This design comes from an exercise in tuning for small area, a short achievable clock period and few clock cycles on the open sky130 flow, not from production work. The RTL was checked by simulation tests, not by an equivalence proof against the original design. Power and IR drop assume default switching activity.

### flow/flow/run.sh
#!/bin/bash
# Layout flow: the standard ORFS flow (standard.sh, unchanged synthesis,
# floorplan, power grid, placement, CTS and routing), with
#  - small buffers on the ports instead of the delay cells buffer_ports picks.
# The SDC, clock period and I/O constraints are the standard flow's, unchanged.
set -euo pipefail
cd "$(dirname "$0")/.."
export SETUP_SLACK_MARGIN=6.4
export BUFFER_PORTS_ARGS="-buffer_cell sky130_fd_sc_hd__buf_2"
bash standard.sh finish > standard_flow.log 2>&1
### flow/standard.sh
#!/bin/bash
# synth_recipe.tcl (not shown) runs the flow's synth.tcl, then flattens the netlist and writes it again
# the make line also repeats each setting of config.mk as NAME=value (left out here)
make -C /OpenROAD-flow-scripts/flow DESIGN_CONFIG=/design/flow/config.mk WORK_HOME=/design/flow/orfs CLKGATE_MAP_FILE= SYNTH_SCRIPT=/design/flow/synth_recipe.tcl "${@:-finish}"
### flow/config.mk
export PLATFORM = sky130hd
export DESIGN_NAME = tcam_ib8
export DESIGN_NICKNAME = tcam_ib8
export VERILOG_FILES = /design/flow/design.v
export SDC_FILE = /design/flow/constraint.sdc
export NUM_CORES = 4
export LEC_CHECK = 0
export ABC_CLOCK_PERIOD_IN_PS = 3000
export CAP_MARGIN = 20
export CORE_MARGIN = 2
export CORE_UTILIZATION = 45
export CTS_CLUSTER_DIAMETER = 100
export CTS_CLUSTER_SIZE = 22
export PLACE_DENSITY = 0.55
export SLEW_MARGIN = 20
### flow/constraint.sdc
create_clock -name core_clock -period 10.0 [get_ports {clk}]
set_input_delay 2.0000 -clock core_clock [delete_from_list [all_inputs] [get_ports {clk}]]
set_output_delay 2.0000 -clock core_clock [all_outputs]
set_load 0.01 [all_outputs]
### flow/design.v
module tcam_ib8 (
    input              clk,
    input              rst,             
    input              req_valid,
    output             req_ready,
    input      [2:0]   req_op,
    input      [2:0]   req_addr,
    input      [143:0] req_data,        
    input      [143:0] req_mask,        
    input      [31:0]  req_ad,          
    output reg         resp_valid,
    output reg         resp_hit,
    output reg [2:0]   resp_index,
    output reg [31:0]  resp_ad,
    output reg [143:0] resp_data,
    output reg [143:0] resp_mask,
    output reg         resp_entry_valid
);
    localparam OP_WRITE      = 3'd0;
    localparam OP_WRITE_KEEP = 3'd1;
    localparam OP_READ       = 3'd2;
    localparam OP_SET_VALID  = 3'd3;
    localparam OP_CLR_VALID  = 3'd4;
    localparam OP_LOOKUP     = 3'd5;
    localparam OP_GMR_WRITE  = 3'd6;
    localparam OP_FLUSH      = 3'd7;
    localparam N = 8;
    reg [143:0] ent_data [0:N-1];
    reg [143:0] ent_mask [0:N-1];
    reg [31:0]  ent_ad   [0:N-1];
    reg [N-1:0] ent_valid;
    reg [143:0] gmr;
    reg         gmr_ones;        
    wire [143:0] gmr_eff = gmr | {144{gmr_ones}};
    assign req_ready = 1'b1;
    reg         r_v;
    reg [2:0]   r_op;
    reg [2:0]   r_addr;
    reg [143:0] r_data;
    reg [143:0] r_mask;
    reg [31:0]  r_ad;
    always @(posedge clk) begin
        if (rst)
            r_v <= 1'b0;
        else
            r_v <= req_valid;
    end
    always @(posedge clk) begin
        r_op   <= req_op;
        r_addr <= req_addr;
        r_data <= req_data;
        r_mask <= req_mask;
        r_ad   <= req_ad;
    end
    reg [N-1:0] r_sel;           
    integer s;
    always @* begin
        for (s = 0; s < N; s = s + 1)
            r_sel[s] = (r_addr == s);
    end
    wire [143:0] key = r_data & gmr_eff;
    reg  [N-1:0] match;
    integer i;
    always @* begin
        for (i = 0; i < N; i = i + 1)
            match[i] = ent_valid[i] && (((key ^ ent_data[i]) & ~ent_mask[i]) == 144'd0);
    end
    always @(posedge clk) begin
        if (rst) begin
            ent_valid <= {N{1'b0}};
            gmr_ones  <= 1'b1;
        end else if (r_v) begin
            case (r_op)
                OP_WRITE:      ent_valid <= ent_valid | r_sel;
                OP_SET_VALID:  ent_valid <= ent_valid | r_sel;
                OP_CLR_VALID:  ent_valid <= ent_valid & ~r_sel;
                OP_GMR_WRITE:  gmr_ones  <= 1'b0;
                OP_FLUSH:      ent_valid <= {N{1'b0}};
                default: ;
            endcase
        end
    end
    always @(posedge clk) begin
        if (r_v && r_op == OP_GMR_WRITE)
            gmr <= r_data;
    end
    wire [N-1:0] wr_ent = r_sel & {N{r_v && (r_op == OP_WRITE || r_op == OP_WRITE_KEEP)}};
    genvar g;
    generate
        for (g = 0; g < N; g = g + 1) begin : ent
            always @(posedge clk) begin
                if (wr_ent[g]) begin
                    ent_data[g] <= r_data;
                    ent_mask[g] <= r_mask;
                    ent_ad[g]   <= r_ad;
                end
            end
        end
    endgenerate
    reg         q_v;
    reg         q_lookup;
    reg [2:0]   q_addr;
    reg [N-1:0] q_match;
    always @(posedge clk) begin
        if (rst)
            q_v <= 1'b0;
        else
            q_v <= r_v;
    end
    always @(posedge clk) begin
        q_lookup <= (r_op == OP_LOOKUP);
        q_addr   <= r_addr;
        q_match  <= match;
    end
    reg [N-1:0] sel;             
    integer t;
    always @* begin
        for (t = 0; t < N; t = t + 1)
            sel[t] = (q_addr == t);
    end
    reg [N-1:0] win;
    reg         hit;
    reg [2:0]   hit_index;
    integer j;
    always @* begin
        hit = 1'b0;
        hit_index = 3'd0;
        win = {N{1'b0}};
        for (j = 0; j < N; j = j + 1)
            if (q_match[j] && !hit) begin
                hit = 1'b1;
                hit_index = j[2:0];
                win[j] = 1'b1;
            end
    end
    wire [N-1:0] ad_sel = q_lookup ? win : sel;
    reg [143:0] rd_data, rd_mask;
    reg [31:0]  rd_ad;
    integer k;
    always @* begin
        rd_data = 144'd0;
        rd_mask = 144'd0;
        rd_ad   = 32'd0;
        for (k = 0; k < N; k = k + 1) begin
            rd_data = rd_data | (ent_data[k] & {144{sel[k]}});
            rd_mask = rd_mask | (ent_mask[k] & {144{sel[k]}});
            rd_ad   = rd_ad   | (ent_ad[k]   & {32{ad_sel[k]}});
        end
    end
    always @(posedge clk) begin
        if (rst)
            resp_valid <= 1'b0;
        else
            resp_valid <= q_v;
    end
    always @(posedge clk) begin
        resp_hit         <= q_lookup & hit;
        resp_index       <= q_lookup ? hit_index : q_addr;
        resp_ad          <= rd_ad;
        resp_data        <= rd_data;
        resp_mask        <= rd_mask;
        resp_entry_valid <= |(ent_valid & sel);
    end
endmodule
==> impl_metrics.json, run 1 <==
{
  "r2r_setup_slack_ns": 6.27,
  "r2r-start": "gmr_ones",
  "r2r_cells": 9,
  "worstSetupPathType": "register to register",
  "p_switching_mw": 6.14,
  "worstMarginPinSlew_ns": 1.28,
  "areaGrowthSynthToFinish_pct": 11.0,
  "vias_per_cell": 6.48,
  "synth_top_family_by_area": "compound AO/OA/AOI/OAI gates",
  "finalHoldViolations": 0,
  "antenna_left": 0,
  "status": "finished clean",
  "critPathRequiredTime_ns": 10.82,
  "final_cell_mix": "2,704 x edfxtp_1, 1,284 x a22oi_1, 1,136 x xor2_1, 665 x dfxtp_1, 654 x buf_2",
  "grt_pass1_vias": 74000,
  "p_leak_nw": 45.4,
  "drc": 0,
  "powerDensity_mw_per_mm2": 183,
  "cts-hold-fix-buffers": 0,
  "worstReg2RegEnd": "q_match[3]",
  "relSlewSlack": 0.150,
  "drtPass1Iterations": 6,
  "crit_arrival_ns": 4.54,
  "clock_skew_ns": 0.0401,
  "fin_nets": 8539,
  "core_area_mm2": 0.277,
  "synth_edf_count": 2704,
  "dieHeight_um": 532,
  "overflow": 0,
  "synthMuxAreaShare": 0.0000897,
  "setup_violations": 0,
  "grt_antenna_before_repair": 61,
  "vdd_drop_max_v": 0.000145,
  "synth_compound_area_frac": 0.124,
  "syn_nets": 7880,
  "cp_max_fo": 22,
  "synth_fa_ha_area_frac": 0,
  "wl_per_cell_um": 40.2,
  "period_minus_slack_ns": 3.73,
  "clockBufferDepth": 4,
  "cp-start-kind": "register",
  "seq_area_frac_synth": 0.755,
  "synthFlopType": "edfxtp_1",
  "die_x_um": 532,
  "htreeDepth": 4,
  "fin_crit_sh": 0.373,
  "yosysWarningCount": 4,
  "grt_setup_unrepaired": "yes",
  "synth_seq_cells": 3379,
  "fin_ws_ns": 6.27,
  "drv_cap": 0,
  "ios": 656,
  "grt_pass1_wl_mm": 646,
  "path_clk_slew_ns": 0.10,
  "initialDrtViolationCount": 13200,
  "tns_ns": 0,
  "critPathCapture": "q_match[3]",
  "combPwrFrac": 0.068,
  "fmax_mhz": 268,
  "swShare": 0.240,
  "post-dp-hpwl_mm": 330,
  "maxSlewViolCount": 0,
  "grt_max_degree": 131,
  "num_vias": 78300,
  "layout-drive-gt1-share": 0.148,
  "synthSimpleGateAreaFrac": 0.0305,
  "cts_tree": "done",
  "pwr-share-seq": 0.617,
  "io_buffer_count": 654,
  "row_count": 193,
  "clkPwrFrac": 0.315,
  "cts_buffers": 176,
  "gp_congestion": 0.999,
  "synth-async-reset-ratio": 0,
  "initial_core_util": 0.453,
  "detailedPlace.worstSlack_ns": 5.19,
  "synth_cell_type_count": 44,
  "clkSinkCount": 3379,
  "routed_wl_mm": 486,
  "mostFrequentLayoutCell": "edfxtp_1",
  "synth_area_mm2": 0.125,
  "clk_latency_ns": 0.92,
  "grtUsageTotal": 0.330,
  "power.internal_mw": 19.4,
  "critical_path.startpoint": "gmr_ones",
  "min_from": "q_v",
  "holdCritPathClass": "register to register",
  "synth_xor_area_frac": 0.0805,
  "end_kind": "register",
  "synthCells": 7551,
  "avgSynthCellArea_um2": 16.6,
  "dieArea_mm2": 0.283,
  "root_buffer": "clkbuf_16"
}
==> routing by layer <==
layer | routed length [um] | vias up | track usage | part of all wire
li1 | - | 31600 | - | -
met1 | 193000 | 41000 | 0.462 | 0.40
met2 | 216000 | 5044 | 0.496 | 0.44
met3 | 50200 | 711 | 0.0669 | 0.10
met4 | 26400 | 24 | 0.149 | 0.054
met5 | 197 | - | 0 | 0.00041
==> flip-flops by register name, summed over array words and instances, names as in the netlist, 8 cells and up <==
| name | count |
|---|---|
| ent_ad | 256 |
| ent_data | 1152 |
| ent_mask | 1152 |
| ent_valid | 8 |
| gmr | 144 |
| q_match | 8 |
| r_ad | 32 |
| r_data | 144 |
| r_mask | 144 |
| resp_ad | 32 |
| resp_data | 144 |
| resp_mask | 144 |
==> synthesized netlist by cell type, types with 2 or more instances <==
library cell	n	area (um^2)
a21o_1	3	22.5
a21oi_1	17	85.1
a22oi_1	1284	9640
and3_1	12	75.1
and3b_1	4	35.0
buf_1	16	60.1
buf_12	4	80.1
buf_6	9	101
buf_8	3	45.0
clkbuf_1	274	1030
dfxtp_1	675	13500
edfxtp_1	2704	81200
inv_1	2	7.51
nand2_1	9	33.8
nand4_1	369	2310
nor2_1	140	526
nor2b_1	5	31.3
nor3_1	59	295
nor3b_1	7	52.6
nor4_1	33	206
nor4_2	8	100
o21ai_0	16	80.1
o21ai_2	70	613
o21ai_4	74	1200
o21bai_1	2	15.0
o221ai_1	48	420
o22a_1	48	420
o22ai_1	472	2950
o2bb2ai_1	3	26.3
or4_1	16	120
xor2_1	1152	10100
==> cell type report <==
type | instances | area, um^2
antenna | 23 | 57.6
clock buffer | 308 | 5010
clock inverter | 12 | 148
fill | 23300 | 138000
inverter | 2 | 7.51
multi-input combinational | 3868 | 30000
sequential | 3379 | 94700
tap | 3705 | 4640
timing repair buffer | 783 | 4720
==> repair_timing <==
action	4_1_cts	5_1_grt
setup endpoints to repair	733	485
resized for setup	70	30
gates cloned	1	6
setup buffers	3	0
pin swaps	0	5
==> critical path, cell delays in order (launching register included) <==
cell,delay (ns)
dfxtp_4,0.55
buf_8,0.36
buf_8,0.45
o21ai_2,0.27
xor2_1,0.20
o22a_1,0.34
o221ai_1,0.29
nor3_1,0.26
nand4_1,0.39
nor4_2,0.40
==> cell families (layout without fill, tap and decap cells) <==
kind of cell / Yosys count / in the layout
xor gates and xnor gates: 1153 / 1153
and+or+nand+nor: 667 / 672
DFF: 3379 / 3379
buffers and inverters: 309 / 1105
AOI/OAI and AO/OA: 2041 / 2041
muxes: 1 / 1
other: 1 / 24
==> worst min-delay path by stage <==
stage,end,cells past startpoint
6_report,resp_valid,1
5_1_grt,resp_valid,1
4_1_cts,resp_valid,1
3_5_place_dp,resp_valid,1
3_3_place_gp,resp_valid,1
2_1_floorplan,q_addr[1],0
==> through the flow <==
stage / total power [mW] / util / hold WS, ns / cell area (um^2) / instances
floorplan: 16.7 / - / 0.407 / 125000 / 7551
global placement: 17.8 / 0.482 / 0.429 / 133000 / 11700
detailed placement: 17.8 / 0.482 / 0.437 / 134000 / 11700
CTS: 25.6 / 0.502 / 0.460 / 139000 / 12100
global route: 26.2 / 0.503 / 0.468 / 139000 / 12100
finish: 25.5 / 0.503 / 0.456 / 139000 / 12100
==> power by group through the flow <==
stage,Combinational (mW),Clock (mW),Sequential [mW]
finish,1.74,8.04,15.8
global route,1.77,8.60,15.8
CTS,1.70,8.14,15.8
detailed placement,1.68,0,16.1
global placement,1.69,0,16.1
floorplan,0.695,0,16.0
Testbench counts, summed over its fixed seeds: cycles 16,024.
==> inputs of run 2 (changes only) <==
--- a/flow/design.v
+++ b/flow/design.v
@@ -31,8 +31,19 @@
     reg [N-1:0] ent_valid;
     reg [143:0] gmr;
     reg         gmr_ones;        
-    wire [143:0] gmr_eff = gmr | {144{gmr_ones}};
     assign req_ready = 1'b1;
+    wire fire = req_valid && !rst;
+    always @(posedge clk) begin
+        if (fire && req_op == OP_GMR_WRITE)
+            gmr <= req_data;
+    end
+    always @(posedge clk) begin
+        if (rst)
+            gmr_ones <= 1'b1;
+        else if (fire && req_op == OP_GMR_WRITE)
+            gmr_ones <= 1'b0;
+    end
+    wire keep_all = gmr_ones || (req_op != OP_LOOKUP);
     reg         r_v;
     reg [2:0]   r_op;
     reg [2:0]   r_addr;
@@ -48,7 +59,7 @@
     always @(posedge clk) begin
         r_op   <= req_op;
         r_addr <= req_addr;
-        r_data <= req_data;
+        r_data <= req_data & (gmr | {144{keep_all}});
         r_mask <= req_mask;
         r_ad   <= req_ad;
     end
@@ -58,7 +69,7 @@
         for (s = 0; s < N; s = s + 1)
             r_sel[s] = (r_addr == s);
     end
-    wire [143:0] key = r_data & gmr_eff;
+    wire [143:0] key = r_data;
     reg  [N-1:0] match;
     integer i;
     always @* begin
@@ -68,21 +79,15 @@
     always @(posedge clk) begin
         if (rst) begin
             ent_valid <= {N{1'b0}};
-            gmr_ones  <= 1'b1;
         end else if (r_v) begin
             case (r_op)
                 OP_WRITE:      ent_valid <= ent_valid | r_sel;
                 OP_SET_VALID:  ent_valid <= ent_valid | r_sel;
                 OP_CLR_VALID:  ent_valid <= ent_valid & ~r_sel;
-                OP_GMR_WRITE:  gmr_ones  <= 1'b0;
                 OP_FLUSH:      ent_valid <= {N{1'b0}};
                 default: ;
             endcase
         end
-    end
-    always @(posedge clk) begin
-        if (r_v && r_op == OP_GMR_WRITE)
-            gmr <= r_data;
     end
     wire [N-1:0] wr_ent = r_sel & {N{r_v && (r_op == OP_WRITE || r_op == OP_WRITE_KEEP)}};
     genvar g;
@@ -100,6 +105,7 @@
     reg         q_v;
     reg         q_lookup;
     reg [2:0]   q_addr;
+    reg [N-1:0] sel;             
     reg [N-1:0] q_match;
     always @(posedge clk) begin
         if (rst)
@@ -110,13 +116,8 @@
     always @(posedge clk) begin
         q_lookup <= (r_op == OP_LOOKUP);
         q_addr   <= r_addr;
+        sel      <= r_sel;
         q_match  <= match;
-    end
-    reg [N-1:0] sel;             
-    integer t;
-    always @* begin
-        for (t = 0; t < N; t = t + 1)
-            sel[t] = (q_addr == t);
     end
     reg [N-1:0] win;
     reg         hit;
==> impl_metrics.json, run 2 <==
{
  "end_kind": "register",
  "root_buffer": "clkbuf_16",
  "status": "finished clean",
  "synth_area_leaders": "edfxtp_1 65%, dfxtp_1 11%, xnor2_1 8.0%",
  "seq_area_frac_synth": 0.755,
  "critPathSlowestCell": "buf_4",
  "synth_area_leader_cell": "edfxtp_1",
  "synth_seq_cells": 3387,
  "synthFlopType": "edfxtp_1",
  "fin_nets": 8543,
  "yosysWarningCount": 4,
  "dieHeight_um": 533,
  "clock_skew_ns": 0.0551,
  "synthSimpleGateAreaFrac": 0.0310,
  "synth_xor_area_frac": 0.0802,
  "synthTopCellsByCount": "2,704 x edfxtp_1, 1,220 x a22oi_1, 1,152 x xnor2_1",
  "worstSetupPathType": "register to register",
  "layout-drive-gt1-share": 0.127,
  "synthMuxAreaShare": 0.000179,
  "clkSinkCount": 3387,
  "num_vias": 78200,
  "syn_nets": 8055,
  "grt_antenna_before_repair": 64,
  "vdd_drop_max_v": 0.000131,
  "mostFrequentLayoutCell": "edfxtp_1",
  "path_clk_slew_ns": 0.10,
  "avgSynthCellArea_um2": 16.3,
  "cp-start-kind": "register",
  "synth_top_area_frac": 0.646,
  "overflow": 0,
  "period_minus_slack_ns": 3.64,
  "drtPass1Iterations": 6,
  "synth-async-reset-ratio": 0,
  "die_x_um": 533,
  "routed_wl_mm": 486,
  "vias_per_cell": 6.46,
  "tns_ns": 0,
  "setup_violations": 0,
  "row_count": 194,
  "grtUsageTotal": 0.332,
  "synth_compound_area_frac": 0.117,
  "synthCells": 7726,
  "drc": 0,
  "synth_fa_ha_area_frac": 0,
  "initial_core_util": 0.451,
  "maxSlewViolCount": 0,
  "fmax_mhz": 275,
  "grt_pass1_vias": 74300,
  "initialDrtViolationCount": 13800,
  "grt_pass1_wl_mm": 649,
  "largestRegisters": "ent_data: 1152 flops, ent_mask: 1152 flops, ent_ad: 256 flops",
  "postCtsSetupRepairBufs": 0,
  "max_stage_delay_ns": 0.97,
  "holdCritPathClass": "register to register",
  "fin_crit_sh": 0.364,
  "drv_cap": 0,
  "finalHoldViolations": 0,
  "synth_edf_count": 2704,
  "relSlewSlack": 0.128,
  "p_leak_nw": 42.6,
  "worstMarginPinSlew_ns": 1.30,
  "synth_most_common_cell": "edfxtp_1",
  "powerDensity_mw_per_mm2": 185,
  "r2r_setup_slack_ns": 6.36,
  "dieArea_mm2": 0.284,
  "areaGrowthSynthToFinish_pct": 9.91,
  "cp_max_fo": 62,
  "post-dp-hpwl_mm": 341,
  "final_cell_mix": "2,704 x edfxtp_1, 1,220 x a22oi_1, 1,151 x xnor2_1, 653 x buf_2, 615 x dfxtp_1",
  "htreeDepth": 4,
  "cts_buffers": 178,
  "ios": 656,
  "antenna_left": 0,
  "clockBufferDepth": 4,
  "grt_max_degree": 143,
  "synth_cell_type_count": 44,
  "wl_per_cell_um": 40.2,
  "synth_top_family_by_area": "compound AO/OA/AOI/OAI gates",
  "io_buffer_count": 654,
  "cts_tree": "done",
  "crit_arrival_ns": 4.48,
  "cp_cell_sequence": "buf_4 > buf_4 > a22oi_1 > nand4_1",
  "synth_area_mm2": 0.126,
  "cpMostUsedCell": "buf_4",
  "core_area_mm2": 0.279,
  "clk_latency_ns": 0.94,
  "grt_setup_unrepaired": "no",
  "gp_congestion": 1.02,
  "critPathRequiredTime_ns": 10.84,
  "finalPower_mw": 25.6
}
[run 2: worst paths after layout]
path	end	startpoint	cells past startpoint
max	resp_mask[24]	sel[0]	4
min	r_data[132]	gmr[132]	1
max reg2reg	resp_mask[24]	sel[0]	4
min reg2reg	r_data[132]	gmr[132]	1
[run 2: logic make-up (layout without fill, tap and decap cells)]
logic type,Yosys count,after routing
flip-flops,3387,3387
AO/OA/AOI/OAI,2020,2020
XOR/XNOR,1152,1152
AND/OR/NAND/NOR,710,713
buffers and inverters,454,1077
multiplexers,2,2
other,1,29
[run 2: power by group]
part / switching (mW) / internal, mW
sequential: 0.504 / 15.5
combinational: 1.01 / 0.529
clock: 4.61 / 3.50
[run 2: through the flow]
stage | hold slack (ns) | cells | worst slack (ns) | util | instance area, um^2
floorplan | 0.407 | 7726 | 4.89 | - | 126000
global placement | 0.431 | 11800 | 5.86 | 0.476 | 133000
detailed placement | 0.438 | 11800 | 5.83 | 0.476 | 133000
CTS | 0.442 | 12100 | 6.31 | 0.495 | 138000
global route | 0.471 | 12100 | 6.39 | 0.496 | 138000
finish | 0.440 | 12100 | 6.36 | 0.496 | 138000
[run 2: area by class of cell]
cell class / instances / area (um^2)
Multi-Input combinational cell: 3888 / 28900
Fill cell: 23800 / 140000
Sequential cell: 3387 / 95000
Antenna cell: 28 / 70.1
Inverter: 7 / 26.3
Tap cell: 3724 / 4660
Clock inverter: 11 / 163
Clock buffer: 307 / 5020
Timing Repair Buffer: 752 / 4310
[run 2: worst max-delay path, delay by kind of cell, from the launching register on]
family / cells / cell delay [ns]
flops: 1 / 0.87
buf+inv: 2 / 1.92
compound gates: 1 / 0.23
simple gates: 1 / 0.27
[run 2: metal layers]
metal	vias up	GRT usage	part of all wire
met5	-	0	0.00036
met1	40400	0.468	0.39
li1	31600	-	-
met2	5350	0.487	0.43
met4	28	0.170	0.063
met3	798	0.0698	0.11
[run 2: timing repair]
action | in CTS | in global routing
setup endpoints to repair | 480 | 535
resized for setup | 82 | 6
cloned | 3 | 1
hold buffers | 0 | 0
pin swaps | 3 | 0
Testbench counts of run 2, summed over its fixed seeds: cycles 16,024.
==> inputs of run 3 (changes only) <==
--- a/flow/flow/run.sh
+++ b/flow/flow/run.sh
@@ -5,6 +5,6 @@
 # The SDC, clock period and I/O constraints are the standard flow's, unchanged.
 set -euo pipefail
 cd "$(dirname "$0")/.."
-export SETUP_SLACK_MARGIN=6.4
+export SETUP_SLACK_MARGIN=6.6
 export BUFFER_PORTS_ARGS="-buffer_cell sky130_fd_sc_hd__buf_2"
 bash standard.sh finish > standard_flow.log 2>&1
==> impl_metrics.json, run 3 <==
{
  "status": "finished clean",
  "syn_nets": 8055,
  "mostFrequentLayoutCell": "edfxtp_1",
  "yosysWarningCount": 4,
  "synth_edf_count": 2704,
  "cts_tree": "done",
  "n_fill_cell": 23600,
  "fin_nets": 8550,
  "final_cell_mix": "2,704 x edfxtp_1, 1,220 x a22oi_1, 1,150 x xnor2_1, 498 x dfxtp_1, 492 x buf_2",
  "max_stage_delay_ns": 0.46,
  "hold-path-cell-count": 0,
  "critPathSlowestCell": "dfxtp_4",
  "largestRegisters": "ent_data: 1152 flops, ent_mask: 1152 flops, ent_ad: 256 flops",
  "row_count": 194,
  "clk_latency_ns": 0.92,
  "finalHoldViolations": 0,
  "hold_end": "q_addr[2]",
  "layout-drive-gt1-share": 0.142,
  "grt_setup_unrepaired": "yes",
  "r2r_setup_slack_ns": 6.56,
  "synth_area_leader_cell": "edfxtp_1",
  "critPathRequiredTime_ns": 8.00,
  "worstMarginPinSlew_ns": 1.29,
  "r2r-start": "sel[4]",
  "final_core_util": 0.501,
  "dieHeight_um": 533,
  "routed_wl_mm": 483,
  "postCtsSetupRepairBufs": 0,
  "synthCells": 7726,
  "p_leak_nw": 43.0,
  "wl_per_cell_um": 39.8,
  "end_kind": "output pin",
  "path_clk_slew_ns": 0.10,
  "period_minus_slack_ns": 3.50,
  "cts_buffers": 178,
  "grt_pass1_wl_mm": 642,
  "root_buffer": "clkbuf_16",
  "vias_per_cell": 6.48,
  "drtPass1Iterations": 9,
  "vdd_drop_max_v": 0.000163,
  "r2r_cells": 4,
  "grtUsageTotal": 0.329,
  "worstSetupPathType": "register to output pin",
  "core_area_mm2": 0.279,
  "timing.critical_path.buf_inv": 1,
  "die_x_um": 533,
  "synth_seq_cells": 3387,
  "synthTopCellsByCount": "2,704 x edfxtp_1, 1,220 x a22oi_1, 1,152 x xnor2_1",
  "crit_arrival_ns": 1.50,
  "fmax_mhz": 286,
  "clock_skew_ns": 0.0535,
  "powerDensity_mw_per_mm2": 184,
  "synth_area_leaders": "edfxtp_1 65%, dfxtp_1 11%, xnor2_1 8.0%",
  "tns_ns": 0,
  "initial_core_util": 0.451,
  "avgSynthCellArea_um2": 16.3,
  "critical_path.startpoint": "resp_mask[87]",
  "grt_max_degree": 129,
  "fin_crit_sh": 0.350,
  "min_from": "r_addr[2]",
  "drc": 0,
  "dieArea_mm2": 0.284,
  "num_vias": 78500,
  "drv_cap": 0,
  "gp_congestion": 0.989,
  "post-dp-hpwl_mm": 340,
  "cp_cell_sequence": "buf_6",
  "worstReg2RegEnd": "resp_data[66]",
  "place_inst": 11800,
  "antenna_left": 0,
  "relSlewSlack": 0.140,
  "grt_antenna_before_repair": 48,
  "synth-async-reset-ratio": 0,
  "grt_pass1_vias": 73400,
  "cp_max_fo": 1,
  "maxSlewViolCount": 0,
  "synth_most_common_cell": "edfxtp_1",
  "areaGrowthSynthToFinish_pct": 11.0,
  "clkSinkCount": 3387,
  "seq_area_frac_synth": 0.755,
  "overflow": 0,
  "ios": 656,
  "synthFlopType": "edfxtp_1",
  "cts-hold-fix-buffers": 0,
  "holdCritPathClass": "register to register",
  "synth_top_area_frac": 0.646,
  "initialDrtViolationCount": 14000,
  "htreeDepth": 4,
  "setup_violations": 0,
  "synth_cell_type_count": 44,
  "crit_family": "flip-flops",
  "clockBufferDepth": 4,
  "fin_cells": 12100,
  "io_buffer_count": 654,
  "synth_area_mm2": 0.126,
  "cp-start-kind": "register"
}
run 3: metrics by stage:
| step | power, mW | hold WS (ns) | instance area (um^2) | setup slack (ns) |
|---|---|---|---|---|
| 2_1_floorplan | 16.8 | 0.414 | 126000 | 5.22 |
| 3_3_place_gp | 17.8 | 0.428 | 133000 | 5.77 |
| 3_5_place_dp | 17.8 | 0.434 | 133000 | 5.75 |
| 4_1_cts | 25.8 | 0.437 | 139000 | 6.44 |
| 5_1_grt | 26.4 | 0.452 | 140000 | 6.49 |
| 6_report | 25.7 | 0.438 | 140000 | 6.50 |
run 3: worst max path at each step:
| stage | to | slack (ns) | depth (start not counted) |
|---|---|---|---|
| floorplan | gmr[0] | 5.22 | 3 |
| global placement | gmr[97] | 5.77 | 6 |
| detailed placement | gmr[67] | 5.75 | 6 |
| CTS | resp_mask[6] | 6.44 | 1 |
| global route | resp_mask[119] | 6.49 | 1 |
| finish | resp_mask[87] | 6.50 | 1 |
run 3: kinds of logic after synthesis:
kind of cell,synth area share
AO/OA/AOI/OAI,0.117
XOR/XNOR,0.0802
buffers and inverters,0.0167
flip-flops,0.755
multiplexers,0.000179
other,0.0000298
AND/OR/NAND/NOR,0.0310
run 3: what timing repair did:
item,CTS,global route
resized for setup,434,20
pin swaps,1,1
endpoints found under the setup margin,677,416
gates cloned,2,0
run 3: cell type report:
cell class              instances  area, um^2  share of cell area
flip-flops and latches       3387       95400               0.683
multi-input cells            3887       29000               0.207
repair buffers                760        5330              0.0381
clock buffers                 313        5060              0.0362
well taps                    3724        4660              0.0334
clock inverters                12         188             0.00134
diodes                         20        50.0            0.000358
inverters                       7        26.3            0.000188
run 3: routing by layer:
layer  part of all wire  track usage
met3               0.12       0.0727
met5            0.00022            0
met4              0.064        0.177
met2               0.43        0.472
met1               0.39        0.468
run 3: where the power goes:
part	internal (mW)	switching (mW)	leakage (nW)
combinational	0.605	1.02	10.4
sequential	15.5	0.503	30.1
clock	3.50	4.63	2.49
total	19.6	6.16	43.0
==> inputs of run 4 (changes only) <==
--- a/flow/flow/run.sh
+++ b/flow/flow/run.sh
@@ -5,6 +5,6 @@
 # The SDC, clock period and I/O constraints are the standard flow's, unchanged.
 set -euo pipefail
 cd "$(dirname "$0")/.."
-export SETUP_SLACK_MARGIN=6.6
+export SETUP_SLACK_MARGIN=6.4
 export BUFFER_PORTS_ARGS="-buffer_cell sky130_fd_sc_hd__buf_2"
 bash standard.sh finish > standard_flow.log 2>&1
--- a/flow/config.mk
+++ b/flow/config.mk
@@ -8,8 +8,8 @@
 export ABC_CLOCK_PERIOD_IN_PS = 3000
 export CAP_MARGIN = 20
 export CORE_MARGIN = 2
-export CORE_UTILIZATION = 45
+export CORE_UTILIZATION = 40
 export CTS_CLUSTER_DIAMETER = 100
 export CTS_CLUSTER_SIZE = 22
-export PLACE_DENSITY = 0.55
+export PLACE_DENSITY = 0.5
 export SLEW_MARGIN = 20
==> impl_metrics.json, run 4 <==
{
  "status": "finished clean",
  "worstMarginPinSlew_ns": 1.45,
  "cp_cell_sequence": "buf_4 > buf_4 > a22oi_1 > nand4_1",
  "cts-hold-fix-buffers": 0,
  "synth_cell_type_count": 44,
  "period_minus_slack_ns": 3.68,
  "routed_wl_mm": 505,
  "timing.critical_path.buf_inv": 2,
  "fin_crit_sh": 0.368,
  "crit_arrival_ns": 4.50,
  "grt_max_degree": 147,
  "gp_congestion": 0.977,
  "antenna_left": 0,
  "die_x_um": 565,
  "synth_seq_cells": 3387,
  "cp-start-kind": "register",
  "areaGrowthSynthToFinish_pct": 10.6,
  "clock_skew_ns": 0.0646,
  "tns_ns": 0,
  "fin_ws_ns": 6.32,
  "relSlewSlack": 0.0306,
  "wl_met3_mm": 52.4,
  "synthCells": 7726,
  "cpMostUsedCell": "buf_4",
  "critical_path.startpoint": "sel[7]",
  "fin_nets": 8571,
  "root_buffer": "clkbuf_16",
  "r2r-start": "sel[7]",
  "ios": 656,
  "clkSinkCount": 3387,
  "synth_top_area_frac": 0.646,
  "synth_area_mm2": 0.126,
  "largestRegisters": "ent_data: 1152 flops, ent_mask: 1152 flops, ent_ad: 256 flops",
  "io_buffer_count": 654,
  "p_leak_nw": 42.8,
  "initialDrtViolationCount": 13100,
  "clockBufferDepth": 4,
  "post-dp-hpwl_mm": 357,
  "dieHeight_um": 565,
  "maxSlewViolCount": 0,
  "finalHoldViolations": 0,
  "yosysWarningCount": 4,
  "cts_buffers": 179,
  "top_layer_used": "met5",
  "cp_max_fo": 62,
  "synth_most_common_cell": "edfxtp_1",
  "final_cell_mix": "2,704 x edfxtp_1, 1,220 x a22oi_1, 1,150 x xnor2_1, 653 x buf_2, 589 x dfxtp_1",
  "mostFrequentLayoutCell": "edfxtp_1",
  "syn_nets": 8055,
  "wl_per_cell_um": 40.3,
  "overflow": 0,
  "postPlaceCellArea_mm2": 0.133,
  "detailedPlace.worstSlack_ns": 5.77,
  "synthTopCellsByCount": "2,704 x edfxtp_1, 1,220 x a22oi_1, 1,152 x xnor2_1",
  "num_vias": 78700,
  "final_core_util": 0.445,
  "crit_family": "buffers and inverters",
  "end_kind": "register",
  "drtPass1Iterations": 8,
  "vias_per_cell": 6.27,
  "critPathRequiredTime_ns": 10.82,
  "path_clk_slew_ns": 0.09,
  "grt_pass1_vias": 74000,
  "synthFlopType": "edfxtp_1",
  "layout-drive-gt1-share": 0.133,
  "min_from": "gmr[109]",
  "synth_edf_count": 2704,
  "holdCritPathClass": "register to register",
  "htreeDepth": 4,
  "setup_violations": 0,
  "synth_area_leader_cell": "edfxtp_1",
  "row_count": 205,
  "cts_tree": "done",
  "wl_met2_mm": 221,
  "core_area_mm2": 0.312,
  "seq_area_frac_synth": 0.755,
  "holdWs_ns": 0.443,
  "dieArea_mm2": 0.319,
  "max_stage_delay_ns": 0.96,
  "worstSetupPathType": "register to register",
  "drc": 0,
  "grt_pass1_wl_mm": 667,
  "fmax_mhz": 272,
  "powerDensity_mw_per_mm2": 186,
  "grtUsageTotal": 0.307,
  "grt_antenna_before_repair": 71,
  "synth_area_leaders": "edfxtp_1 65%, dfxtp_1 11%, xnor2_1 8.0%",
  "grt_setup_unrepaired": "no",
  "synth-async-reset-ratio": 0,
  "critPathSlowestCell": "buf_4",
  "design_area_mm2": 0.139,
  "met1_length_mm": 207,
  "vdd_drop_max_v": 0.000150,
  "r2r_setup_slack_ns": 6.32,
  "initial_core_util": 0.402,
  "clk_latency_ns": 0.94,
  "avgSynthCellArea_um2": 16.3,
  "drv_cap": 0
}
-- run 4: cell types whose count changed in the layout (fill, tap and decap cells not counted), sizes merged --
cell	before	now
diode	20	21
buf	759	777
clkbuf	314	313
inv	16	14
clkinvlp	0	1
and3	11	14
-- run 4: power by group --
part / switching (mW) / internal [mW]
Combinational: 1.02 / 0.534
Sequential: 0.533 / 15.5
Clock: 4.71 / 3.54
Total: 6.27 / 19.5
-- run 4: worst paths after layout --
check | endpoint | depth (start not counted)
hold reg to reg | r_data[109] | 1
setup / recovery | resp_mask[115] | 4
setup reg to reg | resp_mask[115] | 4
hold / removal | r_data[109] | 1
-- run 4: kinds of logic (layout without fill, tap and decap cells) --
group	Yosys count	count (layout)	share of synthesized area
mux	2	2	0.000179
xor+xnor	1152	1152	0.0802
buf+inv	454	1108	0.0167
simple gates	710	715	0.0310
compound gates	2020	2020	0.117
other cells	1	22	0.0000298
flops	3387	3387	0.755
-- run 4: area by class of cell --
type	count	area, um^2
Fill cell	27800	173000
Sequential cell	3387	95000
Multi-Input combinational cell	3890	28900
Tap cell	4140	5180
Clock buffer	313	5120
Timing Repair Buffer	777	4480
Clock inverter	11	158
Antenna cell	21	52.6
Inverter	7	26.3
-- run 4: metrics by stage --
| step | total power, mW | instances |
|---|---|---|
| finish | 25.8 | 12500 |
| global route | 26.4 | 12500 |
| CTS | 25.9 | 12500 |
| detailed placement | 17.8 | 12200 |
| global placement | 17.8 | 12200 |
| floorplan | 16.8 | 7726 |
-- run 4: what timing repair did --
action,CTS,global route
buffers inserted,0,0
setup endpoints to repair,861,673
pin swaps,3,3
cloned,3,2
gates resized for setup,117,7
-- run 4: worst register-to-register path, stage by stage, from the launching register on --
cell,delay (ns)
dfxtp_4,0.81
buf_4,0.88
buf_4,1.14
a22oi_1,0.55
nand4_1,0.20
-- run 4: layer usage --
metal  track usage  vias up
met2         0.457     5108
met3        0.0569      648
li1              -    31600
met4         0.128       20
met1         0.442    41300
met5             0        -
==> inputs of run 5 (changes only) <==
--- a/flow/design.v
+++ b/flow/design.v
@@ -106,6 +106,8 @@
     reg         q_lookup;
     reg [2:0]   q_addr;
     reg [N-1:0] sel;             
+    reg [N-1:0] sel_d;           
+    reg [N-1:0] sel_m;           
     reg [N-1:0] q_match;
     always @(posedge clk) begin
         if (rst)
@@ -117,6 +119,8 @@
         q_lookup <= (r_op == OP_LOOKUP);
         q_addr   <= r_addr;
         sel      <= r_sel;
+        sel_d    <= r_sel & {N{r_op != OP_LOOKUP}};
+        sel_m    <= r_sel & {N{r_op == OP_READ}};
         q_match  <= match;
     end
     reg [N-1:0] win;
@@ -143,8 +147,8 @@
         rd_mask = 144'd0;
         rd_ad   = 32'd0;
         for (k = 0; k < N; k = k + 1) begin
-            rd_data = rd_data | (ent_data[k] & {144{sel[k]}});
-            rd_mask = rd_mask | (ent_mask[k] & {144{sel[k]}});
+            rd_data = rd_data | (ent_data[k] & {144{sel_d[k]}});
+            rd_mask = rd_mask | (ent_mask[k] & {144{sel_m[k]}});
             rd_ad   = rd_ad   | (ent_ad[k]   & {32{ad_sel[k]}});
         end
     end
--- a/flow/flow/run.sh
+++ b/flow/flow/run.sh
@@ -5,6 +5,6 @@
 # The SDC, clock period and I/O constraints are the standard flow's, unchanged.
 set -euo pipefail
 cd "$(dirname "$0")/.."
-export SETUP_SLACK_MARGIN=6.4
+export SETUP_SLACK_MARGIN=6.5
 export BUFFER_PORTS_ARGS="-buffer_cell sky130_fd_sc_hd__buf_2"
 bash standard.sh finish > standard_flow.log 2>&1
--- a/flow/config.mk
+++ b/flow/config.mk
@@ -8,8 +8,8 @@
 export ABC_CLOCK_PERIOD_IN_PS = 3000
 export CAP_MARGIN = 20
 export CORE_MARGIN = 2
-export CORE_UTILIZATION = 40
+export CORE_UTILIZATION = 45
 export CTS_CLUSTER_DIAMETER = 100
 export CTS_CLUSTER_SIZE = 22
-export PLACE_DENSITY = 0.5
+export PLACE_DENSITY = 0.55
 export SLEW_MARGIN = 20
==> impl_metrics.json, run 5 <==
{
  "relSlewSlack": 0.140,
  "largestRegisters": "ent_data: 1152 flops, ent_mask: 1152 flops, ent_ad: 256 flops",
  "setup_violations": 0,
  "path_clk_slew_ns": 0.09,
  "grt_pass1_wl_mm": 635,
  "final_core_util": 0.498,
  "status": "finished clean",
  "vias_per_cell": 6.44,
  "vdd_drop_max_v": 0.000137,
  "crit_family": "flip-flops",
  "synth_most_common_cell": "edfxtp_1",
  "dieHeight_um": 534,
  "die_x_um": 534,
  "final_cell_mix": "2,704 x edfxtp_1, 1,220 x a22oi_1, 1,151 x xnor2_1, 638 x dfxtp_1, 626 x buf_2",
  "avgSynthCellArea_um2": 16.2,
  "synthFlopType": "edfxtp_1",
  "period_minus_slack_ns": 3.52,
  "synth_compound_area_frac": 0.117,
  "gp_congestion": 0.960,
  "synth_top_family_by_area": "compound AO/OA/AOI/OAI gates",
  "cp_max_fo": 1,
  "overflow": 0,
  "r2r_cells": 5,
  "detailedPlace.worstSlack_ns": 5.87,
  "fin_nets": 8595,
  "seq_area_frac_synth": 0.754,
  "synth_area_mm2": 0.126,
  "htreeDepth": 4,
  "max_stage_delay_ns": 0.47,
  "drv_cap": 0,
  "grt_max_degree": 128,
  "clock_skew_ns": 0.0459,
  "areaGrowthSynthToFinish_pct": 10.1,
  "dieArea_mm2": 0.285,
  "cp_cell_sequence": "buf_6",
  "initial_core_util": 0.452,
  "hold-path-cell-count": 0,
  "critPathRequiredTime_ns": 8.00,
  "finalPower_mw": 25.5,
  "worst-path-stages": 1,
  "cts_buffers": 179,
  "holdCritPathClass": "register to register",
  "synth_edf_count": 2704,
  "maxSlewViolCount": 0,
  "ios": 656,
  "synthCells": 7771,
  "crit_arrival_ns": 1.52,
  "worstMarginPinSlew_ns": 1.29,
  "fin_crit_sh": 0.352,
  "mostFrequentLayoutCell": "edfxtp_1",
  "timing.critical_path.buf_inv": 1,
  "synth_fa_ha_area_frac": 0,
  "clkSinkCount": 3403,
  "fmax_mhz": 284,
  "synth_xor_area_frac": 0.0800,
  "cts-hold-fix-buffers": 0,
  "synth_cell_type_count": 45,
  "row_count": 194,
  "p_leak_nw": 43.1,
  "grt_antenna_before_repair": 64,
  "num_vias": 78400,
  "finalHoldViolations": 0,
  "wl_per_cell_um": 39.0,
  "antenna_left": 0,
  "synth_top_area_frac": 0.643,
  "cp-start-kind": "register",
  "post-dp-hpwl_mm": 321,
  "io_buffer_count": 654,
  "layout-drive-gt1-share": 0.127,
  "clockBufferDepth": 4,
  "synth_seq_cells": 3403,
  "clk_latency_ns": 0.94,
  "worstSetupPathType": "register to output pin",
  "synth_area_leaders": "edfxtp_1 64%, dfxtp_1 11%, xnor2_1 8.0%",
  "syn_nets": 8100,
  "synthTopCellsByCount": "2,704 x edfxtp_1, 1,220 x a22oi_1, 1,153 x xnor2_1",
  "cts_tree": "done",
  "routed_wl_mm": 475,
  "yosysWarningCount": 4,
  "tns_ns": 0,
  "drc": 0,
  "grtUsageTotal": 0.323,
  "synthMuxAreaShare": 0.000178,
  "core_area_mm2": 0.279,
  "synth_area_leader_cell": "edfxtp_1",
  "end_kind": "output pin",
  "synth-async-reset-ratio": 0,
  "synthSimpleGateAreaFrac": 0.0313,
  "grt_pass1_vias": 74100,
  "drtPass1Iterations": 7,
  "initialDrtViolationCount": 12500,
  "critPathSlowestCell": "dfxtp_4",
  "grt_setup_unrepaired": "yes",
  "fin_ws_ns": 6.48,
  "root_buffer": "clkbuf_16",
  "powerDensity_mw_per_mm2": 183
}
==> run 5: changes by cell type after synthesis, moves of 3 or more <==
cell,delta
inv_1,+8
nor2_1,+24
buf_4,+6
o21ai_1,-4
o21ai_0,+4
buf_6,+12
buf_1,+44
buf_2,-17
or3b_2,+3
clkbuf_1,-43
and3_1,-9
dfxtp_1,+16
nor3b_1,-3
==> run 5: final timing paths <==
path,from,to,slack [ns]
hold reg to reg,r_addr[2],q_addr[2],0.43
hold / removal,r_addr[2],q_addr[2],0.43
setup reg to reg,r_op[2],ent_mask[7][138],6.58
setup / recovery,resp_data[52],resp_data[52],6.48
==> run 5: routing by layer <==
| layer | vias to the layer above | wire length (um) | track usage | part of all wire |
|---|---|---|---|---|
| li1 | 31700 | - | - | - |
| met1 | 40700 | 191000 | 0.463 | 0.40 |
| met2 | 5194 | 205000 | 0.469 | 0.43 |
| met3 | 711 | 53400 | 0.0711 | 0.11 |
| met4 | 38 | 25200 | 0.149 | 0.053 |
| met5 | - | 232 | 0 | 0.00049 |
==> run 5: kinds of logic (layout without fill, tap and decap cells) <==
family / after synthesis / after routing
other: 1 / 30
xor gates and xnor gates: 1153 / 1153
muxes: 2 / 2
and+or+nand+nor: 729 / 729
buffers and inverters: 464 / 1107
AOI/OAI and AO/OA: 2019 / 2019
DFF: 3403 / 3403
==> run 5: where the power goes <==
part	leakage [nW]	internal, mW	switching, mW
Combinational	10.3	0.475	0.869
Clock	2.52	3.55	4.65
Sequential	30.2	15.5	0.424
Total	43.1	19.5	5.95
==> run 5: cell type report <==
class / count / area (um^2)
repair buffers: 763 / 4570
inverters: 15 / 56.3
well taps: 3724 / 4660
flip-flops and latches: 3403 / 95400
clock inverters: 10 / 155
fillers: 23800 / 140000
clock buffers: 319 / 5140
multi-input cells: 3904 / 29000
diodes: 29 / 72.6
==> run 5: timing repair <==
action / in CTS / in global routing
gates resized for setup: 108 / 9
endpoints found under the setup margin: 499 / 281
setup buffers: 0 / 2
==> run 5: through the flow <==
step                area [um^2]  instances  hold slack (ns)
CTS                      139000      12100            0.425
global placement         133000      11800            0.403
detailed placement       133000      11800            0.408
global route             139000      12100            0.434
floorplan                126000       7771            0.390
finish                   139000      12200            0.428
Testbench counts of run 5, summed over its fixed seeds: cycles 16,024.
==> inputs of run 6 (changes only) <==
--- a/flow/flow/run.sh
+++ b/flow/flow/run.sh
@@ -5,6 +5,6 @@
 # The SDC, clock period and I/O constraints are the standard flow's, unchanged.
 set -euo pipefail
 cd "$(dirname "$0")/.."
-export SETUP_SLACK_MARGIN=6.5
+export SETUP_SLACK_MARGIN=6.8
 export BUFFER_PORTS_ARGS="-buffer_cell sky130_fd_sc_hd__buf_2"
 bash standard.sh finish > standard_flow.log 2>&1
==> impl_metrics.json, run 6 <==
{
  "synth_cell_type_count": 45,
  "dieHeight_um": 534,
  "grt_max_degree": 119,
  "yosysWarningCount": 4,
  "avgSynthCellArea_um2": 16.2,
  "p_leak_nw": 43.5,
  "grt_antenna_before_repair": 56,
  "synth_compound_area_frac": 0.117,
  "drc": 0,
  "holdCritPathClass": "register to register",
  "clkSinkCount": 3403,
  "fmax_mhz": 285,
  "crit_family": "flip-flops",
  "grt_pass1_vias": 74000,
  "synth_top_family_by_area": "compound AO/OA/AOI/OAI gates",
  "initialDrtViolationCount": 12900,
  "postPlaceCellArea_mm2": 0.133,
  "cts_buffers": 179,
  "synthCells": 7771,
  "grt_pass1_wl_mm": 637,
  "syn_nets": 8100,
  "gp_congestion": 0.960,
  "initial_core_util": 0.452,
  "synth-async-reset-ratio": 0,
  "synth_top_area_frac": 0.643,
  "cp_cell_sequence": "buf_6",
  "status": "finished clean",
  "num_vias": 78500,
  "clockBufferDepth": 4,
  "worstMarginPinSlew_ns": 1.18,
  "seq_area_frac_synth": 0.754,
  "finalHoldViolations": 0,
  "synth_most_common_cell": "edfxtp_1",
  "io_buffer_count": 654,
  "vdd_drop_max_v": 0.000140,
  "row_count": 194,
  "synth_area_leader_cell": "edfxtp_1",
  "final_cell_mix": "2,704 x edfxtp_1, 1,220 x a22oi_1, 1,150 x xnor2_1, 473 x dfxtp_1",
  "layout-drive-gt1-share": 0.148,
  "synth_area_mm2": 0.126,
  "r2r_cells": 4,
  "finalPower_mw": 25.5,
  "synth_seq_cells": 3403,
  "synthFlopType": "edfxtp_1",
  "crit_arrival_ns": 1.51,
  "dieArea_mm2": 0.285,
  "holdWs_ns": 0.428,
  "drv_cap": 0,
  "cts_tree": "done",
  "synthMuxAreaShare": 0.000178,
  "overflow": 0,
  "clock_skew_ns": 0.0452,
  "mostFrequentLayoutCell": "edfxtp_1",
  "wl_per_cell_um": 39.2,
  "critPathSlowestCell": "dfxtp_4",
  "synth_xor_area_frac": 0.0800,
  "synth_fa_ha_area_frac": 0,
  "synthSimpleGateAreaFrac": 0.0313,
  "vias_per_cell": 6.45,
  "period_minus_slack_ns": 3.51,
  "clk_latency_ns": 0.92,
  "worst-path-stages": 1,
  "routed_wl_mm": 477,
  "path_clk_slew_ns": 0.09,
  "largestRegisters": "ent_data: 1152 flops, ent_mask: 1152 flops, ent_ad: 256 flops",
  "ios": 656,
  "end_kind": "output pin",
  "grt_setup_unrepaired": "yes",
  "die_x_um": 534,
  "maxSlewViolCount": 0,
  "hold-path-cell-count": 1,
  "cp_max_fo": 1,
  "tns_ns": 0,
  "synthTopCellsByCount": "2,704 x edfxtp_1, 1,220 x a22oi_1, 1,153 x xnor2_1",
  "synth_edf_count": 2704,
  "root_buffer": "clkbuf_16",
  "setup_violations": 0,
  "fin_nets": 8607,
  "areaGrowthSynthToFinish_pct": 11.4,
  "relSlewSlack": 0.207,
  "powerDensity_mw_per_mm2": 182,
  "critPathRequiredTime_ns": 8.00,
  "worstSetupPathType": "register to output pin",
  "post-dp-hpwl_mm": 321,
  "synth_area_leaders": "edfxtp_1 64%, dfxtp_1 11%, xnor2_1 8.0%",
  "core_area_mm2": 0.279,
  "fin_crit_sh": 0.351,
  "design_area_mm2": 0.141,
  "max_stage_delay_ns": 0.46,
  "timing.critical_path.buf_inv": 1,
  "cp-start-kind": "register",
  "antenna_left": 0,
  "htreeDepth": 4,
  "grtUsageTotal": 0.324,
  "drtPass1Iterations": 8
}
-- run 6: repair_timing --
action	in CTS	in global routing
resized for setup	321	172
pin swaps	2	2
setup endpoints to repair	1371	706
setup buffers	2	8
hold buffers	0	0
gates cloned	3	1
-- run 6: layer usage --
| layer | vias to the layer above | global-route usage | share of wire |
|---|---|---|---|
| met1 | 40700 | 0.465 | 0.40 |
| met3 | 727 | 0.0699 | 0.11 |
| li1 | 31800 | - | - |
| met5 | - | 0 | 0.00041 |
| met4 | 32 | 0.149 | 0.054 |
| met2 | 5310 | 0.472 | 0.43 |
-- run 6: final timing paths --
path,slack [ns],endpoint,start
max reg2reg,6.73,resp_data[67],sel_d[3]
max,6.49,resp_data[52],resp_data[52]
min,0.43,r_data[69],gmr[69]
min reg2reg,0.43,r_data[69],gmr[69]
-- run 6: cell families (layout without fill, tap and decap cells) --
kind of cell / Yosys count / after routing
xor gates and xnor gates: 1153 / 1153
and+or+nand+nor: 729 / 729
buffers and inverters: 464 / 1119
other: 1 / 29
AOI/OAI and AO/OA: 2019 / 2019
DFF: 3403 / 3403
muxes: 2 / 2
-- run 6: layout make-up --
type,count,area (um^2)
Inverter,15,56.3
Timing Repair Buffer,775,5930
Fill cell,23600,139000
Clock buffer,319,5140
Antenna cell,28,70.1
Sequential cell,3403,95600
Tap cell,3724,4660
Multi-Input combinational cell,3904,29000
Clock inverter,10,155
-- run 6: through the flow --
step,cells,utilization,setup WS [ns]
after CTS,12100,0.501,6.45
after detailed placement,11800,0.477,5.87
after global placement,11800,0.477,5.85
after floorplan,7771,-,4.06
final,12200,0.504,6.49
after global routing,12200,0.504,6.46
-- run 6: power by group --
| part | total (mW) | internal (mW) | switching, mW |
|---|---|---|---|
| Combinational | 1.41 | 0.540 | 0.870 |
| Sequential | 15.9 | 15.5 | 0.437 |
| Clock | 8.20 | 3.55 | 4.65 |
==> inputs of run 7 (changes only) <==
--- a/flow/design.v
+++ b/flow/design.v
@@ -63,6 +63,13 @@
         r_mask <= req_mask;
         r_ad   <= req_ad;
     end
+    reg [N-1:0] r_we;
+    integer w;
+    always @(posedge clk) begin
+        for (w = 0; w < N; w = w + 1)
+            r_we[w] <= !rst && req_valid && req_addr == w &&
+                       (req_op == OP_WRITE || req_op == OP_WRITE_KEEP);
+    end
     reg [N-1:0] r_sel;           
     integer s;
     always @* begin
@@ -89,7 +96,7 @@
             endcase
         end
     end
-    wire [N-1:0] wr_ent = r_sel & {N{r_v && (r_op == OP_WRITE || r_op == OP_WRITE_KEEP)}};
+    wire [N-1:0] wr_ent = r_we;
     genvar g;
     generate
         for (g = 0; g < N; g = g + 1) begin : ent
==> impl_metrics.json, run 7 <==
{
  "fin_cells": 12200,
  "top_usage_layer": "met1",
  "initial_core_util": 0.452,
  "synth-async-reset-ratio": 0,
  "antenna_left": 0,
  "r2r_setup_slack_ns": 6.59,
  "setup_violations": 0,
  "worst-path-stages": 1,
  "largestRegisters": "ent_data: 1152 flops, ent_mask: 1152 flops, ent_ad: 256 flops",
  "synth_top_area_frac": 0.643,
  "cts_tree": "done",
  "row_count": 194,
  "core_area_mm2": 0.279,
  "crit_family": "flip-flops",
  "met1_usage": 0.501,
  "grtUsageTotal": 0.348,
  "synth_area_leaders": "edfxtp_1 64%, dfxtp_1 11%, xnor2_1 8.0%",
  "drtPass1Iterations": 8,
  "drc": 0,
  "final_cell_mix": "2,704 x edfxtp_1, 1,220 x a22oi_1, 1,146 x xnor2_1, 448 x dfxtp_1, 447 x o22ai_1",
  "r2r-start": "sel_m[2]",
  "finalHoldViolations": 0,
  "finalPower_mw": 25.7,
  "clock_skew_ns": 0.0566,
  "gp_congestion": 1.04,
  "dieArea_mm2": 0.285,
  "relSlewSlack": 0.129,
  "initialDrtViolationCount": 15100,
  "crit_arrival_ns": 1.55,
  "period_minus_slack_ns": 3.55,
  "grt_setup_unrepaired": "yes",
  "clockBufferDepth": 4,
  "grtUsageMet2": 0.491,
  "yosysWarningCount": 4,
  "worstReg2RegEnd": "resp_mask[13]",
  "holdCritPathClass": "register to register",
  "fin_crit_sh": 0.355,
  "worstMarginPinSlew_ns": 1.31,
  "areaGrowthSynthToFinish_pct": 11.4,
  "end_kind": "output pin",
  "avgSynthCellArea_um2": 16.2,
  "routed_wl_mm": 511,
  "cts_buffers": 180,
  "synthTopCellsByCount": "2,704 x edfxtp_1, 1,220 x a22oi_1, 1,153 x xnor2_1",
  "powerDensity_mw_per_mm2": 182,
  "critPathCapture": "resp_mask[13]",
  "design_area_mm2": 0.141,
  "critPathSlowestCell": "dfxtp_4",
  "seq_area_frac_synth": 0.754,
  "synth_area_mm2": 0.126,
  "max_stage_delay_ns": 0.48,
  "r2r_cells": 4,
  "drv_cap": 0,
  "hold-path-cell-count": 1,
  "vdd_drop_max_v": 0.000124,
  "cp-start-kind": "register",
  "htreeDepth": 4,
  "synth_most_common_cell": "edfxtp_1",
  "wl_per_cell_um": 42.0,
  "regArea_mm2": 0.0959,
  "fin_nets": 8618,
  "grt_antenna_before_repair": 48,
  "io_buffer_count": 654,
  "cts-hold-fix-buffers": 0,
  "grt_max_degree": 114,
  "clk_latency_ns": 0.93,
  "synthCells": 7783,
  "maxSlewViolCount": 0,
  "tns_ns": 0,
  "ios": 656,
  "fmax_mhz": 282,
  "synth_edf_count": 2704,
  "root_buffer": "clkbuf_16",
  "n_fill_cell": 23600,
  "synth_cell_type_count": 48,
  "cp_cell_sequence": "buf_6",
  "place_inst": 11800,
  "clkSinkCount": 3411,
  "cp_max_fo": 1,
  "multiInputGateArea_mm2": 0.0290,
  "timing.critical_path.buf_inv": 1,
  "critPathRequiredTime_ns": 8.00,
  "dieHeight_um": 534,
  "grt_pass1_vias": 74300,
  "die_x_um": 534,
  "layout-drive-gt1-share": 0.151,
  "status": "finished clean",
  "vias_per_cell": 6.57,
  "critical_path.startpoint": "resp_mask[13]",
  "postPlaceCellArea_mm2": 0.133,
  "worstSetupPathType": "register to output pin",
  "syn_nets": 8112,
  "overflow": 0,
  "synth_seq_cells": 3411,
  "num_vias": 79900,
  "path_clk_slew_ns": 0.09,
  "grt.met3_usage": 0.0978,
  "synth_area_leader_cell": "edfxtp_1",
  "grt_pass1_wl_mm": 672,
  "mostFrequentLayoutCell": "edfxtp_1",
  "p_leak_nw": 43.5,
  "post-dp-hpwl_mm": 352,
  "synthFlopType": "edfxtp_1"
}
==> run 7: cell types whose count changed after synthesis <==
cell / change
buf_2: +11
nor2_1: -9
dfxtp_1: +8
buf_6: -7
nor3_1: +6
buf_4: -5
clkbuf_1: +5
buf_1: -4
nand2_1: +3
nor4_1: +2
and3_1: +1
nand2b_1: +1
==> run 7: how the worst min path moves through the flow <==
stage	endpoint	slack, ns	start
2_1_floorplan	q_addr[1]	0.41	r_addr[1]
3_3_place_gp	resp_index[1]	0.44	q_addr[1]
3_5_place_dp	r_data[101]	0.44	gmr[101]
4_1_cts	resp_index[2]	0.45	q_addr[2]
5_1_grt	r_data[132]	0.47	gmr[132]
6_report	r_data[132]	0.43	gmr[132]
==> run 7: cell families after synthesis <==
group           after synthesis  share of synthesized area
compound gates             2019                      0.117
xor+xnor                   1153                     0.0799
buf+inv                     464                     0.0172
flops                      3411                      0.754
mux                           2                   0.000178
other cells                   1                  0.0000297
simple gates                733                     0.0316
==> run 7: repair_timing <==
action | in CTS | in global routing
setup endpoints to repair | 385 | 346
setup buffers | 0 | 0
pin swaps | 0 | 0
cloned | 0 | 0
resized for setup | 423 | 145
==> run 7: per-stage QoR <==
step                      utilization  worst slack (ns)  hold WS [ns]
final                           0.504              6.45         0.432
after global routing            0.504              6.44         0.466
after global placement          0.477              5.75         0.436
after detailed placement        0.478              5.72         0.440
after floorplan                     -              3.95         0.410
after CTS                       0.502              6.44         0.445
==> run 7: area by class of cell <==
class                           instances  share of cell area
Multi-Input combinational cell       3908               0.206
Antenna cell                           15            0.000267
Sequential cell                      3411               0.681
Inverter                               15            0.000400
Timing Repair Buffer                  773              0.0413
Tap cell                             3724              0.0331
Clock inverter                         15             0.00132
Clock buffer                          315              0.0362
==> run 7: power breakdown <==
| part | internal [mW] | total [mW] | switching (mW) | leakage, nW |
|---|---|---|---|---|
| Sequential | 15.5 | 16.0 | 0.479 | 30.3 |
| Clock | 3.53 | 8.22 | 4.69 | 2.50 |
| Combinational | 0.546 | 1.45 | 0.906 | 10.7 |
| Total | 19.6 | 25.7 | 6.08 | 43.5 |
==> run 7: per-layer routing <==
| layer | up-vias | part of all wire |
|---|---|---|
| li1 | 31800 | - |
| met5 | - | 0.00029 |
| met1 | 41500 | 0.40 |
| met3 | 681 | 0.13 |
| met4 | 24 | 0.052 |
| met2 | 5973 | 0.42 |
Testbench counts of run 7, summed over its fixed seeds: cycles 16,024.

-- what the ideal ports hide --
No port has a modelled driver above. Below, the same layouts with a new extraction and two added sets of constraints.
Step 1, drivers: a clkbuf_16 drives clk and a buf_2 each remaining input, both assumed.
Step 2 times the ports against the registers' clock, not the clock port: input delays grow and output delays shrink by t, the midpoint of the rising clock arrivals with the driver on.
a / b / c = no drivers / after step 1 / after step 2; a / b = the first two.
run	t, ns	setup slack, ns	clock arrival spread, ns	worst register clock-pin slew, ns	cell pins on the clock port's net
run 1	1.006	6.275 / 6.275 / 6.275	0.046 / 0.047	0.10 / 0.10	1
run 2	1.014	6.364 / 6.275 / 5.761	0.069 / 0.069	0.10 / 0.10	1
run 3	1.012	6.503 / 6.389 / 5.690	0.075 / 0.075	0.10 / 0.10	1
run 4	1.021	6.324 / 6.324 / 5.739	0.070 / 0.070	0.10 / 0.10	1
run 5	1.012	6.480 / 6.374 / 5.792	0.064 / 0.064	0.10 / 0.10	1
run 6	1.011	6.487 / 6.378 / 5.966	0.064 / 0.063	0.10 / 0.10	1
run 7	1.014	6.454 / 6.350 / 5.869	0.069 / 0.069	0.11 / 0.11	1
After both steps every run listed still meets setup and hold. The setup slack of run 3, which loses most, moves by -0.114 ns with the drivers and by -0.813 ns with both steps.
